From an optimization exercise on the open Yosys and OpenROAD flow, aimed at small area, a short achievable clock period and few clock cycles per item; shortcuts taken in it are not production practice.
At most, simulation tests tie the RTL to the original design; equivalence was not proved.
No activity file was given, so power comes from the tool's default toggle rates.

==> flow/design.v (excerpt) <==
module si7021_unit (
    input  wire        clk,
    input  wire        rst,           
    input  wire        in_valid,
    output wire        in_ready,
    input  wire [7:0]  in_op,
    input  wire [63:0] in_a,
    input  wire [47:0] in_b,
    input  wire [7:0]  in_c,
    input  wire [23:0] in_n,
    output reg         out_valid,
    output wire [1:0]  out_fault,
    output reg  [63:0] out_r0,
    output reg  [31:0] out_r1
);
    genvar gk;
    wire [7:0] n1 = in_n[7:0];
    wire [7:0] n2 = in_n[15:8];
    wire [7:0] n3 = in_n[23:16];
    wire lengths_good = (n1 == 8'd8) && (n2 == 8'd6) && (n3 == 8'd1);
    wire i_10 = (in_op == 8'h10);
    wire raw_a = in_op[4];
    wire sel_n = ~in_op[4] & ~in_op[3] & ~in_op[2] & ~in_op[1] & (in_op[0] | ~lengths_good);
    wire [7:0] a0 = in_a[7:0],   a1 = in_a[15:8],  a2 = in_a[23:16], a3 = in_a[31:24];
    wire [7:0] a4 = in_a[39:32], a5 = in_a[47:40], a6 = in_a[55:48], a7 = in_a[63:56];
    wire [7:0] b0 = in_b[7:0],   b1 = in_b[15:8],  b3 = in_b[31:24], b4 = in_b[39:32];
    wire [63:0] pack;
    assign pack[7:0]   = sel_n ? n1 : a0;
    assign pack[15:8]  = raw_a ? a1 : sel_n ? n2 : in_op[3] ? b0 : a2;
    assign pack[23:16] = raw_a ? a2 : sel_n ? n3 : a4;
    assign pack[31:24] = raw_a ? a3 : a6;
    assign pack[39:32] = raw_a ? a4 : b0;
    assign pack[47:40] = raw_a ? a5 : b1;
    assign pack[55:48] = raw_a ? a6 : b3;
    assign pack[63:56] = raw_a ? a7 : b4;
    wire [3:0] len = i_10 ? 4'd1 : ((n1[7:3] != 5'd0) ? 4'd8 : {1'b0, n1[2:0]});
    wire [7:0] g1_x0 = a0;
    wire [7:0] g1_x1 = a1 ^ a2;
    wire [7:0] g1_x2 = a3 ^ a4;
    wire [7:0] g1_x3 = a5 ^ a6;
    wire [7:0] g1_t0, g1_t1, g1_t2, g1_t3;
    assign g1_t0[0] = ^(g1_x0 & 8'h59);
    assign g1_t0[1] = ^(g1_x0 & 8'hB2);
  ...
For scale: ~2300 cells after synthesis, ~310 flip-flops, roughly 260 I/O pins, ~20000 sq um of cells after synthesis.
clock: 13.0 ns
lec_check: 0
cap_margin: 20
core_margin: 2
core_utilization: 40
slew_margin: 20
standard.sh (not shown) runs the stock make flow with config.mk's settings and CLKGATE_MAP_FILE= SYNTH_SCRIPT=/design/flow/synth_recipe.tcl, a recipe that flattens the netlist after the stock synthesis.
==> flow/flow/run.sh <==
#!/bin/bash
set -euo pipefail
bash standard.sh SETUP_SLACK_MARGIN=9.5 finish > standard_flow.log 2>&1
The first run completed with no timing, DRC or antenna violations.
==> next run, changes <==
==> flow/flow/run.sh (replaced) <==
#!/bin/bash
set -euo pipefail
bash standard.sh SETUP_SLACK_MARGIN=9.2 finish > standard_flow.log 2>&1
Power goes up by 0.31%.
Die area stays the same.
Clock-buffer cell count goes up by 5.
Maximum frequency goes down by 1.2%.
First-iteration DRC count goes down by 5.3%.
Global-route usage goes up by 0.17 points.
Worst hold slack gains 0.010 ns.
Synthesized area does not change.
Wire length hardly moves.
Final area goes down by 3.1%.
Via count goes down by 0.52%.
No run of this note included a check of the RTL's function; only the layout flow was run.

---

Another version of the RTL of si7021_unit (not shown whole).
For scale: roughly 260 I/O pins, about 17000 um2 of cells after synthesis.
export LEC_CHECK = 0
export CAP_MARGIN = 20
export CORE_MARGIN = 2
export CORE_UTILIZATION = 40
export SLEW_MARGIN = 20
create_clock -name core_clock -period 13.0 [get_ports {clk}]
==> flow/flow/run.sh <==
#!/bin/bash
set -euo pipefail
bash standard.sh SETUP_SLACK_MARGIN=7 finish > standard_flow.log 2>&1
Edit:
==> flow/flow/run.sh (replaced) <==
#!/bin/bash
set -euo pipefail
bash standard.sh SETUP_SLACK_MARGIN=9 finish > standard_flow.log 2>&1
Effect: Combinational power goes up by about 34%. Register-to-register slack gains 0.88 ns. Design area climbs by 9.7%. Hold slack is better by 0.010 ns. Wire length increases by about 5%. Sequential power stays flat.
No functional check of the RTL was part of any run of this note.

---

Setup of wip/willow:
Another version of the RTL of si7021_unit (not shown whole).
Size in the first run: roughly 2,000 cells after synthesis, about 280 flip-flops, ~260 I/O pins.
Settings: LEC_CHECK=0, CAP_MARGIN=20, CORE_MARGIN=2, CORE_UTILIZATION=40, SLEW_MARGIN=20; clock period 13.0 ns.
==> flow/flow/run.sh <==
#!/bin/bash
set -euo pipefail
bash standard.sh SETUP_SLACK_MARGIN=9.3 "BUFFER_PORTS_ARGS=-buffer_cell sky130_fd_sc_hd__buf_1" finish > standard_flow.log 2>&1
Testbench counts of wip/willow, summed over its fixed seeds: cycles 4,824, ops 4,800.
[inputs] wip/sierra vs wip/willow
==> flow/flow/run.sh <==
#!/bin/bash
set -euo pipefail
bash standard.sh SETUP_SLACK_MARGIN=9.3 "BUFFER_PORTS_ARGS=-buffer_cell sky130_fd_sc_hd__buf_2" finish > standard_flow.log 2>&1
Notes after the runs:
- Diff wip/willow -> wip/sierra | overall power consumption | down by a few percent
- Between wip/willow and wip/sierra, the number of non-filler instances in the completed layout does not differ in any meaningful way.
- Overall routed net length of wip/sierra exceeds that of wip/willow slightly.
- Summary of wip/sierra over wip/willow: non-clock buffer count shows a reduction of about 1%; worst hold slack shows no meaningful change.
- The critical path depth number comes out lower for wip/sierra vs wip/willow.
- Between wip/sierra and wip/willow, the met1 global-route usage does not differ in any meaningful way.
- Looking at part of the power in combinational logic, wip/sierra sits 1.5 points higher than wip/willow does.
- Comparing wip/willow and wip/sierra, the lower non-clock buffer contribution to total cell area is on wip/willow.
The inputs of wip/tundra differ from those of wip/sierra as listed below.
==> flow/flow/run.sh <==
#!/bin/bash
set -euo pipefail
bash standard.sh SETUP_SLACK_MARGIN=9.45 "BUFFER_PORTS_ARGS=-buffer_cell sky130_fd_sc_hd__buf_2" finish > standard_flow.log 2>&1
[summary]
wip/sierra ended up with sky130_fd_sc_hd__mux2_2 as its critical path's slowest cell; wip/tundra ended up with sky130_fd_sc_hd__o311ai_4.
wip/tundra vs. wip/sierra: layout net count climbed 20; fraction of power consumed by sequential logic dropped 0.5 points; slew at the pin closest to its max-slew limit dropped 0.040 ns; global-route usage barely changed.
Looking at leakage power summed over all cells across wip/tundra and wip/sierra, the one that comes out higher is wip/tundra.
wip/tundra does better than wip/sierra on first-iteration DRC count.
Remaining max-slew budget at the tightest pin: wip/tundra > wip/sierra
wip/sierra ended up with in_n[4] as its launch point of the critical path; wip/tundra ended up with in_n[22].

port drivers added, routing unchanged:
Ports are ideal in the flow. The routed layouts listed here were re-timed in OpenROAD. Step 1: set_driving_cell puts a clkbuf_16 on clk and a buf_2 on each other input, an assumption about the parent block. Step 2, shift: input delay + t, output delay - t, t = (earliest + latest rising clock arrival at the registers) / 2. This alone moves slack from input paths to output paths. Three values: no drivers, after step 1, after step 2; two values: the first two.
run	t (ns)	slack for setup (ns)	worst setup path at the end	slew at the worst register clock pin (ns)	cell pins on the clock port's net
the first run of note 1	0.633	9.257 / 9.269 / 8.637	input to register	0.06 / 0.06	1
the second run of note 1	0.612	9.211 / 9.177 / 8.618	input to register	0.06 / 0.06	1
the first run of note 2	0.526	7.360 / 7.360 / 7.360	register to register	0.09 / 0.09	1
the second run of note 2	0.545	8.238 / 8.238 / 8.189	input to register	0.09 / 0.09	1
wip/willow	0.622	9.200 / 9.223 / 8.601	input to register	0.07 / 0.07	1
wip/sierra	0.628	9.316 / 9.293 / 8.714	input to register	0.07 / 0.07	1
wip/tundra	0.609	9.182 / 9.205 / 8.596	input to register	0.07 / 0.07	1
After both steps setup and hold are still met in every run listed. For the first run of note 1, which loses most, drivers alone change the setup slack by +0.012 ns; drivers and shift together by -0.620 ns.
